From an optimization exercise on the open Yosys and OpenROAD flow, aimed at small area, a short achievable clock period and few clock cycles per item; shortcuts taken in it are not production practice.
At most, simulation tests tie the RTL to the original design; equivalence was not proved.
Power is estimated from default activity; no workload was simulated.

// pe_core
module pe_core (
    input  wire         clk,
    input  wire         rst,         
    input  wire         start,       
    input  wire [7:0]   len,         
    output wire         busy,
    output wire         done,
    output wire [127:0] out_chars,   
    output wire         in_req,      
    output wire [7:0]   in_idx,      
    input  wire [7:0]   in_data,
    input  wire         in_ack
);
For scale: roughly 3,600 cells after synthesis, ~160 I/O pins.
==> flow/config.mk <==
export PLATFORM = sky130hd
export DESIGN_NAME = pe_core
export DESIGN_NICKNAME = pe_core
export VERILOG_FILES = /design/flow/design.v
export SDC_FILE = /design/flow/constraint.sdc
export NUM_CORES = 4
export LEC_CHECK = 0
export CAP_MARGIN = 40
export CORE_MARGIN = 2
export CORE_UTILIZATION = 20
export PLACE_DENSITY = 0.4
export SLEW_MARGIN = 40
==> flow/constraint.sdc <==
create_clock -name core_clock -period 10.0 [get_ports {clk}]
set_input_delay 2.0000 -clock core_clock [delete_from_list [all_inputs] [get_ports {clk}]]
set_output_delay 2.0000 -clock core_clock [all_outputs]
set_load 0.01 [all_outputs]
standard.sh (not shown) runs the stock make flow with config.mk's settings and CLKGATE_MAP_FILE= SYNTH_SCRIPT=/design/flow/synth_recipe.tcl, a recipe that flattens the netlist after the stock synthesis.
==> flow/flow/run.sh <==
#!/bin/bash
# Own flow: the standard layout (standard synthesis, floorplan, placement,
# CTS, routing) with one change: the buffers that port buffering puts on every
# input and output port are buf_2 cells rather than the default choice (a
# slow clkdlybuf4s50_1 delay cell).
set -euo pipefail
bash standard.sh "BUFFER_PORTS_ARGS=-buffer_cell sky130_fd_sc_hd__buf_2" finish > standard_flow.log 2>&1
Testbench counts at the start, summed over its fixed seeds: cycles 4,210, items 192.
Edit:
--- a/flow/design.v
+++ b/flow/design.v
@@ -378,24 +378,25 @@
             else
                 map_char = {4'h0, b[7:4]} + 8'h61;
         end
     endfunction
     function is_letter;
         input [7:0] b;
         is_letter = b[6] && (b[4:0] != 5'd0) && (b[4:0] <= 5'd26);
     endfunction
-    always @(posedge clk)
-        y <= clr_q ? C : (y ^ f);
-    wire [127:0] y_last = clr_q ? C : (y ^ F[0]);
+    wire [127:0] y_nx = clr_q ? C : (y ^ f);
     reg  [15:0]  let_q;      
+    always @(posedge clk) begin
+        y <= y_nx;
+    end
     generate
         for (g = 0; g < 16; g = g + 1) begin : g_out
             always @(posedge clk)
-                let_q[g] <= is_letter(y_last[8*g +: 8]);
+                let_q[g] <= is_letter(y_nx[8*g +: 8]);
             assign out_chars[8*g+7]          = 1'b0;
             assign out_chars[8*g+6]          = 1'b1;
             assign out_chars[8*g+5]          = ~let_q[g] | y[8*g+5];
             assign out_chars[8*g+4 : 8*g]    = let_q[g] ? y[8*g+4 : 8*g]
                                                         : ({1'b0, y[8*g+7 : 8*g+4]} + 5'd1);
         end
     endgenerate
     assign busy   = busy_q;
The new run went through all stages and came out clean.
Die area falls by 9.6%.
First-iteration DRC count falls by 3.6%.
Cell area falls by 8.4%.
Power falls by 9.2%.
Utilization rises by 0.43 points.
Fmax rises by 0.98%.
Count of clock-buffer cells in the layout falls by 8.
Final cell count falls by 8.6%.
Combinational power falls by 6.9%.
Global-route usage falls by 0.34 points.
Testbench counts after the change, summed over its fixed seeds: cycles 4,210, items 192.

--- another note on this design; it stands on its own ---

==> inputs of build 18 <==
==> flow/design.v (excerpt) <==
module pe_core (
    input  wire         clk,
    input  wire         rst,         
    input  wire         start,       
    input  wire [7:0]   len,         
    output wire         busy,
    output wire         done,
    output wire [127:0] out_chars,   
    output wire         in_req,      
    output wire [7:0]   in_idx,      
    input  wire [7:0]   in_data,
    input  wire         in_ack
);
Settings: LEC_CHECK=0, CAP_MARGIN=20, CORE_MARGIN=2, CORE_UTILIZATION=40, SLEW_MARGIN=20; clock period 10.0 ns.
run.sh (not shown) runs the stock make flow with config.mk's settings and CLKGATE_MAP_FILE= SYNTH_SCRIPT=/design/flow/synth_recipe.tcl, a recipe that flattens the netlist after the stock synthesis.
==> trial 90: changes against build 18 <==
==> flow/flow/run.sh (new file) <==
#!/bin/bash
# Own flow: the standard layout, with repair_timing aiming well below the
# 10 ns clock so that the achieved period is pushed down (SDC unchanged).
set -euo pipefail
MARGIN=${MARGIN:-6.7}
bash standard.sh SETUP_SLACK_MARGIN=$MARGIN finish > standard_flow.log 2>&1
==> flow/standard.sh (new file) <==
#!/bin/bash
# synth_recipe.tcl (not shown) runs the flow's synth.tcl, then flattens the netlist and writes it again
# the make line also repeats each setting of config.mk as NAME=value (left out here)
make -C /OpenROAD-flow-scripts/flow DESIGN_CONFIG=/design/flow/config.mk WORK_HOME=/design/flow/orfs CLKGATE_MAP_FILE= SYNTH_SCRIPT=/design/flow/synth_recipe.tcl "${@:-finish}"
--- a/flow/config.mk
+++ b/flow/config.mk
@@ -9,3 +9,3 @@
 export CORE_MARGIN = 2
-export CORE_UTILIZATION = 40
+export CORE_UTILIZATION = 20
 export SLEW_MARGIN = 20
removed: flow/run.sh
==> qor summary <==
| item | trial 90 | build 18 |
|---|---|---|
| Compound-cell area share of the yosys netlist | 37.8% | 37.8% |
| Flip-flop and latch count after synthesis | 161 | 161 |
| Postcts setup bufs | 563 | 0 |
| Status | did not finish | did not finish |
| Failing step | global routing | global routing |
| Area fraction in and, or, nand and nor cells after synthesis | 17.4% | 17.4% |
| Number of cells after detailed placement | 5241 | 4332 |
| Mux cell area share after synthesis | 1.61% | 1.61% |
| Instance area at placement | 32200 µm² | 30000 µm² |
| I/O pins | 159 | 159 |
| Cell area after synthesis | 26300 µm² | 26300 µm² |
| Post-synthesis share of cell area spent on xor and xnor gates | 22.0% | 22.0% |
| Number of buffers inserted by hold repair at cts | 0 | 0 |
| Number of rows created at floorplan | 133 | 94 |
| Share of the yosys chip area belonging to registers | 12.7% | 12.7% |
| Cell type contributing the most total cell area after synthesis | sky130_fd_sc_hd__dfxtp_1 | sky130_fd_sc_hd__dfxtp_1 |
| Detailed-placement wirelength estimate | 202000 µm | 175000 µm |
| Effective utilization at floorplan | 20.1% | 40.2% |
| EDFF count, synth | 12 | 12 |
| Buffers added on ports | 158 | 158 |
| Chip Width | 367 µm | 261 µm |
| Count of distinct cell types in the synthesized netlist | 101 | 101 |
| Count of cells resized by post-cts repair | 1473 | 0 |
| Vertical extent of the die | 367 µm | 261 µm |
| Gp weighted congestion | 1.15 | 1.28 |
| Post-Synth Adder-Cell Area | 0.808% | 0.808% |
| Worst slack, placed | 3.81 ns | 3.89 ns |
No functional check of the RTL was part of any run of this note.

port drivers added, routing unchanged:
No port has a modelled driver above. Below, the same layouts with a new extraction and two added sets of constraints.
Step 1 (the two cells are an assumption about what drives the block):
set clk [get_ports {clk}]
set_driving_cell -lib_cell sky130_fd_sc_hd__clkbuf_16 $clk
set_driving_cell -lib_cell sky130_fd_sc_hd__buf_2 [delete_from_list [all_inputs] $clk]
Step 2 also shifts input and output timing later by t, the mid clock arrival at the registers, as if the neighbouring blocks saw the same clock.
Three values: ideal ports, drivers, drivers and shift; two values: the first two.
run	shift t [ns]	setup slack, ns	worst register clock-pin slew, ns
the first run of note 1	0.719	5.645 / 5.645 / 5.645	0.08 / 0.08
the second run of note 1	0.673	5.687 / 5.687 / 5.687	0.08 / 0.08
After both steps every run listed still meets setup and hold.
